From an optimization exercise on the open Yosys and OpenROAD flow, aimed at small area and a short achievable clock period; shortcuts taken in it are not production practice.
Function was checked by simulation only, so behaviour that the tests miss may differ from the original.
Power is estimated from default activity; no workload was simulated.

--- flow/run.sh ---
#!/bin/bash
set -euo pipefail
bash standard.sh finish \
  BUFFER_PORTS_ARGS="-buffer_cell sky130_fd_sc_hd__buf_2" \
  CTS_ARGS="-sink_clustering_enable -repair_clock_nets -dont_use_dummy_load -sink_clustering_size 25 -sink_clustering_max_diameter 100" \
  > standard_flow.log 2>&1
--- standard.sh ---
#!/bin/bash
# synth_recipe.tcl (not shown) runs the flow's synth.tcl, then flattens the netlist and writes it again
# the make line also repeats each setting of config.mk as NAME=value (left out here)
make -C /OpenROAD-flow-scripts/flow DESIGN_CONFIG=/design/flow/config.mk WORK_HOME=/design/flow/orfs CLKGATE_MAP_FILE= SYNTH_SCRIPT=/design/flow/synth_recipe.tcl "${@:-finish}"
--- config.mk ---
export PLATFORM = sky130hd
export DESIGN_NAME = frame_link_responder
export DESIGN_NICKNAME = frame_link_responder
export VERILOG_FILES = /design/flow/design.v
export SDC_FILE = /design/flow/constraint.sdc
export NUM_CORES = 4
export LEC_CHECK = 0
export CAP_MARGIN = 20
export CORE_MARGIN = 2
export CORE_UTILIZATION = 40
export SETUP_SLACK_MARGIN = 3.0
export SLEW_MARGIN = 20
export TNS_END_PERCENT = 10
--- constraint.sdc ---
create_clock -name core_clock -period 5.5 [get_ports {clk}]
set_input_delay 1.1000 -clock core_clock [delete_from_list [all_inputs] [get_ports {clk}]]
set_output_delay 1.1000 -clock core_clock [all_outputs]
set_load 0.01 [all_outputs]
--- design.v ---
module frame_link_responder (
    input  wire        clk,
    input  wire        rst,           
    input  wire        byte_valid,
    input  wire [7:0]  rx_byte,
    output wire [7:0]  tx_byte,
    output wire        s_sync,
    input  wire        tbl_we,
    input  wire [3:0]  tbl_idx,
    input  wire        tbl_en,
    input  wire [15:0] tbl_id,
    input  wire [31:0] tbl_val,
    output reg         pull_query,
    output reg  [3:0]  pull_idx,
    output reg         frame_valid,
    output wire        frame_pull,
    output wire [15:0] frame_id,
    output wire [31:0] frame_value,
    input  wire        wd_inc,
    input  wire        wd_expire,
    input  wire [15:0] wd_threshold,
    output reg         wd_safety,
    output reg         wd_tripped
);
    reg        sync_r;
    reg [8:0]  ph;            
    reg [7:0]  id0, id1;
    reg [31:0] vb;            
    reg        is_pull;
    reg [7:0]  tx_reg;
    assign tx_byte     = tx_reg;
    assign s_sync      = sync_r;
    assign frame_pull  = is_pull;
    assign frame_id    = {id1, id0};
    assign frame_value = vb;
    wire [7:0]  qn_lo = ph[0] ? rx_byte : id0;
    wire [7:0]  qn_hi = ph[1] ? rx_byte : id1;
    wire        in_eq = (tbl_id == {qn_hi, id0});
    wire        in_lo = (tbl_id[7:0] == qn_lo);
    wire [15:0] mn;               
    wire [31:0] val [0:15];
    wire [15:0] s;
    genvar g;
    generate
        for (g = 0; g < 16; g = g + 1) begin : ent
            reg [15:0] t_id;
            reg [31:0] t_val;
            reg        t_en;
            reg        t_lo;
            reg        t_m;
            reg        t_s;
            wire we = tbl_we && (tbl_idx == g);
            always @(posedge clk)
                if (we) begin
                    t_id  <= tbl_id;
                    t_val <= tbl_val;
                end
            always @(posedge clk)
                if (rst)     t_en <= 1'b0;
                else if (we) t_en <= tbl_en;
            always @(posedge clk)
                t_lo <= we ? in_lo : (t_id[7:0] == qn_lo);
            assign mn[g] = we    ? (tbl_en && in_eq) :
                           ph[1] ? (t_en && t_lo && (t_id[15:8] == rx_byte)) :
                                   t_m;
            always @(posedge clk)
                t_m <= mn[g];
            if (g == 0) begin : p0
                always @(posedge clk) t_s <= mn[0];
            end else begin : pn
                always @(posedge clk) t_s <= mn[g] && !(|mn[g-1:0]);
            end
            assign s[g]   = t_s;
            assign val[g] = t_val;
        end
    endgenerate
    reg hit;
    always @(posedge clk) hit <= |mn;
    reg [31:0] hv;
    reg [3:0]  hidx;
    integer i;
    always @(*) begin
        hv   = 32'd0;
        hidx = 4'd0;
        for (i = 0; i < 16; i = i + 1) begin
            hv   = hv | (val[i] & {32{s[i]}});
            hidx = hidx | (i[3:0] & {4{s[i]}});
        end
    end
    wire [7:0] seq_byte = {{4{ph[8]}}, ph[8] | ph[0], ph[8] | ph[1] | ph[2] | ph[3] | ph[4],
                           ph[8] | ph[1] | ph[2] | ph[5] | ph[6],
                           ph[8] | ph[1] | ph[3] | ph[5] | ph[7]};
    wire [7:0] vtop = is_pull ? vb[7:0] : rx_byte;
    always @(posedge clk) begin
        if (rst) begin
            sync_r      <= 1'b0;
            ph          <= 9'd1;
            tx_reg      <= 8'd0;
            pull_query  <= 1'b0;
            frame_valid <= 1'b0;
        end else begin
            pull_query  <= 1'b0;
            frame_valid <= 1'b0;
            if (byte_valid) begin
                if (!sync_r) begin
                    if (rx_byte == seq_byte) begin
                        if (ph[8]) begin                     
                            sync_r <= 1'b1;
                            ph     <= 9'd1;
                            tx_reg <= 8'h00;
                        end else begin                       
                            ph     <= {ph[7:0], 1'b0};
                            tx_reg <= seq_byte;
                        end
                    end else begin                           
                        ph     <= 9'd1;
                        tx_reg <= 8'h00;
                    end
                end else begin
                    ph <= {ph[7:0], 1'b0};
                    if (ph[0]) begin
                        id0    <= rx_byte;
                        tx_reg <= rx_byte;
                    end
                    if (ph[1]) begin
                        id1    <= rx_byte;
                        tx_reg <= rx_byte;
                    end
                    if (ph[2]) begin                          
                        is_pull <= hit;
                        if (hit) begin
                            vb         <= {hv[7:0], hv[31:8]};
                            tx_reg     <= hv[7:0];
                            pull_query <= 1'b1;
                            pull_idx   <= hidx;
                        end else begin
                            vb     <= {rx_byte, vb[31:8]};
                            tx_reg <= rx_byte;
                        end
                    end
                    if (ph[3] | ph[4] | ph[5]) begin          
                        vb     <= {vtop, vb[31:8]};
                        tx_reg <= vtop;
                    end
                    if (ph[6] | ph[7]) begin
                        if (rx_byte == 8'hFF) begin           
                            tx_reg <= ph[7] ? id1 : id0;
                        end else begin                        
                            tx_reg <= 8'h00;
                            ph     <= 9'd1;
                            sync_r <= 1'b0;
                        end
                    end
                    if (ph[8]) begin                          
                        tx_reg      <= 8'h00;
                        ph          <= 9'd1;
                        frame_valid <= 1'b1;
                    end
                end
            end
        end
    end
    reg [15:0] wd_counter;
    always @(posedge clk) begin
        if (rst) begin
            wd_counter <= 16'd0;
            wd_safety  <= 1'b0;
            wd_tripped <= 1'b0;
        end else begin
            wd_safety <= 1'b0;
            if (wd_expire) begin                              
                if (wd_counter < wd_threshold) begin
                    wd_tripped <= 1'b1;
                    wd_safety  <= 1'b1;
                end else begin
                    wd_tripped <= 1'b0;
                end
                wd_counter <= {15'd0, wd_inc};
            end else if (wd_inc && wd_counter != 16'hFFFF) begin  
                wd_counter <= wd_counter + 16'd1;
            end
        end
    end
endmodule
==> out/results.ini, run 1 <==
[status]
status=timing/DRC/antenna clean

[finish]
n_fill_cell=7745
instances_no_fill=3675
regMostFlops=ent.t_val
largestRegisters=ent.t_val (512), ent.t_id (256), vb (32)
multiInputGateArea_sq_mm=0.009186
area_growth_pct=12.44
final_area_sq_mm=0.04066
largest_register_ffs=512
utilization=0.4524
nNetsFinal=2595
drive_above_1_share=0.1720
regArea_sq_mm=0.02673

[place]
hpwl_um=60520
placed_area_sq_mm=0.03829
place_inst=3576
gp_congestion=0.8763
portBuffers=148

[critical_path]
timing.rr.end=hit$_DFF_P_
cp.arrival_ns=3.19
critPathMaxFanout=7
required_ns=5.99
reg2reg_depth=11
critPathCaptureType=register
r2r-start=ph[1]$_SDFFE_PP0P_
worstSetupStartpoint=rx_byte[1]
crit_path_end=hit$_DFF_P_
r2r_setup_slack_ns=2.84
critPathKind=input pin to register
worst_setup_path_start_kind=input pin

[power]
cellPowerDensity_mw_per_mm2=289.1
ir_drop_mv=0.2171
power_leakage_uw=0.01296

[logic_synthesis]
syn_nets=2426
synth_top_area_share=0.6817
synth_cell_type_count=63
synth_seq_cells=923
synth_common_cells=edfxtp_1, xnor2_1, a22oi_1
seq_area_frac_synth=0.7382
yosysMostFrequentCell=edfxtp_1
synth_edf_count=821
syn_area_sq_mm=0.03616
async_reset_ff_frac=0
synth_ff_type=edfxtp_1
syn_area_per_cell_sq_um=15.54
synthTopCellsByArea=edfxtp_1, xnor2_1, dfxtp_1, a22oi_1, a22o_1
syn_inst=2327
yosys_warnings=1
synth_top_cell_by_area=edfxtp_1

[sta]
final-setup-viol-count=0
rsz0062_at_grt=true
fin_crit_sh=0.4914
skew_ns=0.04949
relSlewSlack=0.2649
fmax_mhz=370.0
finalHoldViolations=0
tns_ns=0
post-route-min-period_ns=2.703
slew_violations=0
tightest_slew_ns=1.103
hold_ws_ns=0.4630

[global_routing]
grt_max_degree=51
grt_pass1_vias=21050
grt_use_total=0.2232
overflow=0
grt_pass1_wl_um=151500
antenna_found_initial=12

[clocking]
clk_latency_ns=0.62
cts_made_buffers=42
clockRootBuffer=clkbuf_16
hold_buffers=0
cts_tree=done
clkTransAtPathRegs_ns=0.10
cts_sinks=923
h-tree-depth=2
clockBufferDepth=3

[worst_hold_path]
min_path_type=register to register
worstHoldPathCells=1

[route]
drt_iter0_drc=2650
drt-wirelength-per-cell_um=28.88
firstDrtPassIters=6
route.detailed.drc=0
wl_um=106100
ant_nets=0
vias=21600
vias_per_cell=5.878

[floorplanning]
coreArea_sq_mm=0.08987
dieArea_sq_mm=0.09283
rows=110
io_pins=149
die_w_um=304.7
start_util=0.4024
die_h_um=304.7

[job]
cap_violations=0

==> critical path, stage by stage <==
cell and delay, ns:
buf_16 0.12, mux2_4 0.28, xor2_2 0.17, nor4_4 0.06
buf_4 0.16, nand4_4 0.16, buf_6 0.13, o21ai_4 0.07
nor3_4 0.29, nand3b_1 0.14, or4b_1 0.51
==> cell families after synthesis <==
kind of cell,Yosys count,share of synthesized area
simple gates,469,0.06781
flops,923,0.7382
mux,45,0.01353
buf+inv,172,0.02045
fa+ha+maj,16,0.005536
compound gates,407,0.08286
xor+xnor,295,0.07165
==> power breakdown <==
group	leakage (uW)	switching [uW]	total (uW)	internal (uW)
logic	0.00420	362	568	206
clock network	0.000518	2040	3410	1370
registers	0.00824	40.6	7770	7730
==> through the flow <==
stage | worst slack (ns) | power (uW)
floorplan | 1.813 | 8225
global placement | 1.571 | 8427
detailed placement | 1.461 | 8444
CTS | 2.823 | 11790
global route | 2.757 | 12080
finish | 2.797 | 11750
==> placed cells by master, fill, tap and decap left out, types with 11 or more instances in the layout <==
master / instances
edfxtp_1: 821
xnor2_1: 271
a22oi_1: 138
buf_2: 129
nor2_1: 105
dfxtp_1: 82
buf_4: 78
nand3_1: 77
a22o_1: 65
a21oi_1: 61
a221oi_1: 59
nand4_1: 56
nand2_1: 54
clkbuf_16: 43
nor4_1: 40
nor3_1: 32
inv_1: 30
o21ai_0: 30
nor2b_1: 21
mux2i_1: 18
dfxtp_2: 17
ha_1: 16
buf_6: 16
xor2_1: 13
a211oi_1: 12
mux2i_2: 12
xor2_2: 11
==> what timing repair did <==
item                                    4_1_cts  5_1_grt
buffers inserted                             20       24
gates cloned                                  6        2
pin swaps                                    11       14
endpoints found under the setup margin      571      412
gates resized for setup                     112       83
==> worst min-delay path by stage <==
| stage | from | to | slack (ns) |
|---|---|---|---|
| floorplan | ent[0].t_en$_SDFFE_PP0P_ | ent[0].t_en$_SDFFE_PP0P_ | 0.44 |
| global placement | wd_tripped$_SDFFE_PP0P_ | wd_tripped$_SDFFE_PP0P_ | 0.44 |
| detailed placement | wd_tripped$_SDFFE_PP0P_ | wd_tripped$_SDFFE_PP0P_ | 0.44 |
| CTS | ent[10].t_en$_SDFFE_PP0P_ | ent[10].t_en$_SDFFE_PP0P_ | 0.46 |
| global route | ent[9].t_en$_SDFFE_PP0P_ | ent[9].t_en$_SDFFE_PP0P_ | 0.49 |
| finish | wd_tripped$_SDFFE_PP0P_ | wd_tripped$_SDFFE_PP0P_ | 0.46 |
==> routing by layer <==
metal | track usage | wire length (um) | up-vias | share of wire
met5 | 0 | 61 | - | 0.00057
met4 | 0.06217 | 3530 | 10 | 0.033
met3 | 0.03748 | 9080 | 182 | 0.086
met2 | 0.3659 | 49870 | 1051 | 0.47
met1 | 0.3078 | 43580 | 11120 | 0.41
li1 | - | - | 9242 | -
==> area by class of cell <==
type                            count  share of cell area
Multi-Input combinational cell   1234              0.2259
Sequential cell                   923              0.6573
Tap cell                         1176             0.03619
Antenna cell                        5           0.0003077
Inverter                           46            0.005816
Clock buffer                       42             0.02585
Timing Repair Buffer              249             0.04862
==> run 2: changes to the inputs <==
--- a/config.mk
+++ b/config.mk
@@ -12,2 +12,2 @@
 export SLEW_MARGIN = 20
-export TNS_END_PERCENT = 10
+export TNS_END_PERCENT = 30
==> run 2 against run 1 <==
Wire length increased by 2.6%. Sequential power about the same. Non-clock buffer count decreased by 4. Setup slack got worse by 0.049 ns. Sequential share of layout area about the same. Clock-buffer cell count increased by 1. Largest cell class unchanged. Final cell count about the same. Global-route usage increased by 0.55 points. Critical endpoint unchanged.
==> out/results.ini, run 2 <==
[logic_synthesis]
syn_inst=2327  ; unchanged
seq_area_frac_synth=0.7382  ; unchanged
synth_top_cell_by_area=edfxtp_1
synth_edf_count=821  ; unchanged
syn_nets=2426  ; unchanged
async_reset_ff_frac=0  ; unchanged
syn_area_per_cell_sq_um=15.54  ; unchanged
yosys_warnings=1  ; unchanged
synth_ff_type=edfxtp_1
synth_top_area_share=0.6817  ; unchanged
synth_cell_type_count=63  ; unchanged
yosysMostFrequentCell=edfxtp_1
synthTopCellsByArea=edfxtp_1, xnor2_1, dfxtp_1, a22oi_1, a22o_1
synth_seq_cells=923  ; unchanged
syn_area_sq_mm=0.03616  ; unchanged
synth_common_cells=edfxtp_1, xnor2_1, a22oi_1

[sta]
fmax_mhz=363.4  ; -1.8%
final-setup-viol-count=0  ; unchanged
finalHoldViolations=0  ; unchanged
post-route-min-period_ns=2.751  ; +0.04889 ns
tightest_slew_ns=1.066  ; -0.03684 ns
tns_ns=0  ; unchanged
skew_ns=0.07100  ; +0.02151 ns
slew_violations=0  ; unchanged
rsz0062_at_grt=true
fin_crit_sh=0.5003  ; +0.008889
relSlewSlack=0.2855  ; +0.02065

[route]
drt-wirelength-per-cell_um=29.65  ; +2.7%
firstDrtPassIters=5  ; -1
route.detailed.drc=0  ; unchanged
vias_per_cell=5.917  ; +0.67%
vias=21740  ; +0.64%
wl_um=108900  ; +2.6%
ant_nets=0  ; unchanged
drt_iter0_drc=2684  ; +1.3%

[finish]
largest_register_ffs=512  ; unchanged
final_common_cell=edfxtp_1
largestRegisters=ent.t_val (512), ent.t_id (256), vb (32)
nNetsFinal=2596  ; +0.039%
drive_above_1_share=0.1687  ; -0.003275
n_fill_cell=7763  ; +0.23%
area_growth_pct=12.46  ; about the same
most-common-layout-cells=edfxtp_1, xnor2_1, a22oi_1, buf_2, nor2_1
utilization=0.4525  ; about the same
regMostFlops=ent.t_val

[critical_path]
critPathMaxFanout=23  ; +16
reg2reg_depth=7  ; -4
crit_top_cell=nor4_4
cp_slowest_cell=or4b_1
critPathBufInv=2  ; -1
worstPathCellList=buf_8 > mux2_4 > xor2_2 > nor4_4 > buf_4 > nand4_4 > mux2i_2 > nor4_4 > nand2b_1 > or4b_1
r2r_setup_slack_ns=2.77  ; -0.07 ns
cp.arrival_ns=3.22  ; +0.03 ns
timing.rr.end=tx_reg[6]$_SDFFE_PP0P_
required_ns=5.97  ; -0.02 ns
critPathCaptureType=register
worst_setup_path_start_kind=input pin
critPathKind=input pin to register
slowest_delay_ns=0.48  ; -0.03 ns
r2r-start=ph[3]$_SDFFE_PP0P_
cp_top_family=simple AND/OR/NAND/NOR gates

[worst_hold_path]
min_path_type=register to register
hold_end=ent[4].t_en$_SDFFE_PP0P_
worstHoldPathCells=2  ; +1
hold_path.startpoint=ent[4].t_en$_SDFFE_PP0P_

[global_routing]
overflow=0  ; unchanged
antenna_found_initial=12  ; unchanged
grt_pass1_vias=21080  ; +0.16%
grt_max_degree=51  ; unchanged
grt_use_total=0.2287  ; +0.005451
grt_pass1_wl_um=153300  ; +1.2%

[clocking]
cts_sinks=923  ; unchanged
h-tree-depth=2  ; unchanged
hold_buffers=0  ; unchanged
clockRootBuffer=clkbuf_16
cts_made_buffers=43  ; +2.4%
clockBufferDepth=3  ; unchanged
clk_latency_ns=0.64  ; +0.02 ns
clkTransAtPathRegs_ns=0.10  ; about the same
cts_tree=done

[place]
portBuffers=148  ; unchanged
hpwl_um=61750  ; +2.0%
gp_congestion=0.8544  ; -2.5%

[power]
ir_drop_mv=0.2035  ; -6.3%
power_leakage_uw=0.01295  ; about the same
cellPowerDensity_mw_per_mm2=290.5  ; +0.49%

[floorplanning]
start_util=0.4024  ; unchanged
dieArea_sq_mm=0.09283  ; unchanged
rows=110  ; unchanged
coreArea_sq_mm=0.08987  ; unchanged
die_h_um=304.7  ; unchanged
io_pins=149  ; unchanged
die_w_um=304.7  ; unchanged

[job]
cap_violations=0  ; unchanged

[status]
status=timing/DRC/antenna clean

-- run 2: cell types whose count changed in the layout (fill, tap and decap cells not counted), sizes merged, moves of 2 or more --
cell	delta
buf	-4
bufbuf	-2
clkbuf	+3
clkinv	+2
clkinvlp	+3
diode	-2
inv	-2
-- run 2: metal layers --
| metal | vias to the layer above | share of wire | GRT usage |
|---|---|---|---|
| met5 | - | 0.00069 | 0 |
| met4 | 12 | 0.029 | 0.06597 |
| met3 | 161 | 0.087 | 0.03838 |
| met2 | 1097 | 0.47 | 0.3729 |
| met1 | 11230 | 0.41 | 0.3162 |
| li1 | 9242 | - | - |
-- run 2: worst max-delay path by stage --
stage | from | end | depth (start not counted)
floorplan | tbl_idx[0] | hit$_DFF_P_ | 6
global placement | rx_byte[0] | hit$_DFF_P_ | 9
detailed placement | rx_byte[0] | hit$_DFF_P_ | 9
CTS | tbl_idx[1] | hit$_DFF_P_ | 7
global route | ph[1]$_SDFFE_PP0P_ | hit$_DFF_P_ | 10
finish | rx_byte[6] | hit$_DFF_P_ | 10
-- run 2: logic make-up after synthesis --
group                    Yosys count  share of synthesized area
flip-flops                       923                     0.7382
XOR/XNOR                         295                    0.07165
buffers and inverters            172                    0.02045
AO/OA/AOI/OAI                    407                    0.08286
adder cells (fa/ha/maj)           16                   0.005536
AND/OR/NAND/NOR                  469                    0.06781
multiplexers                      45                    0.01353
-- run 2: worst min-delay path: cells and delay by family, from the launching register on --
kind / cells / cell delay, ns
simple gates: 1 / 0.05
compound gates: 1 / 0.05
flops: 1 / 0.32
-- run 2: what timing repair did --
item	in CTS	in global routing
cloned	8	2
setup buffers	6	30
gates resized for setup	67	105
endpoints found under the setup margin	435	397
pin swaps	5	23
-- run 2: final cells by class --
| class | instances | area [sq um] | area share |
|---|---|---|---|
| antenna | 3 | 7.507 | 0.0001846 |
| sequential | 923 | 26730 | 0.6572 |
| clock buffer | 43 | 1076 | 0.02646 |
| inverter | 46 | 203.9 | 0.005015 |
| timing repair buffer | 245 | 1862 | 0.04578 |
| timing repair inverter | 2 | 12.51 | 0.0003077 |
| tap | 1176 | 1471 | 0.03618 |
| multi-input combinational | 1236 | 9306 | 0.2288 |
-- run 2: power breakdown --
| group | internal [uW] | switching, uW |
|---|---|---|
| registers | 7730 | 40.0 |
| clock network | 1400 | 2070 |
| logic | 200 | 369 |
-- run 2: per-stage QoR --
step	setup WS, ns	hold slack (ns)	area (sq um)	std cells	power [uW]
3_3_place_gp	1.640	0.4396	38360	3581	8437
4_1_cts	2.725	0.4618	39910	3639	11840
2_1_floorplan	1.813	0.4370	36410	2327	8228
5_1_grt	2.728	0.4824	40660	3672	12130
6_report	2.749	0.4618	40670	3674	11810
3_5_place_dp	1.609	0.4470	38380	3582	8456

[port drivers added, routing unchanged]
The results above use ideal ports. As a check the final layouts listed here were re-extracted and re-timed, cells and wires unchanged.
Step 1 sets driving cells, clkbuf_16 on the clock port and buf_2 on the other inputs (assumed; they add their load-dependent delay and slew).
Step 2 moves the port delays by t, midway between the first and last clock arrival at a register: inputs arrive t later, outputs are due t later. That takes back most of the time a late clock gives input paths.
Slacks: ideal / step 1 / step 2; pairs: ideal / step 1.
| run | t, ns | setup WS [ns] | cell pins on the clock port's net |
|---|---|---|---|
| run 1 | 0.655 | 2.797 / 2.741 / 2.086 | 1 |
| run 2 | 0.676 | 2.749 / 2.737 / 2.061 | 1 |
After both steps every run listed still meets setup and hold. For run 1, which loses most, drivers alone change the setup slack by -0.056 ns; drivers and shift together by -0.711 ns.
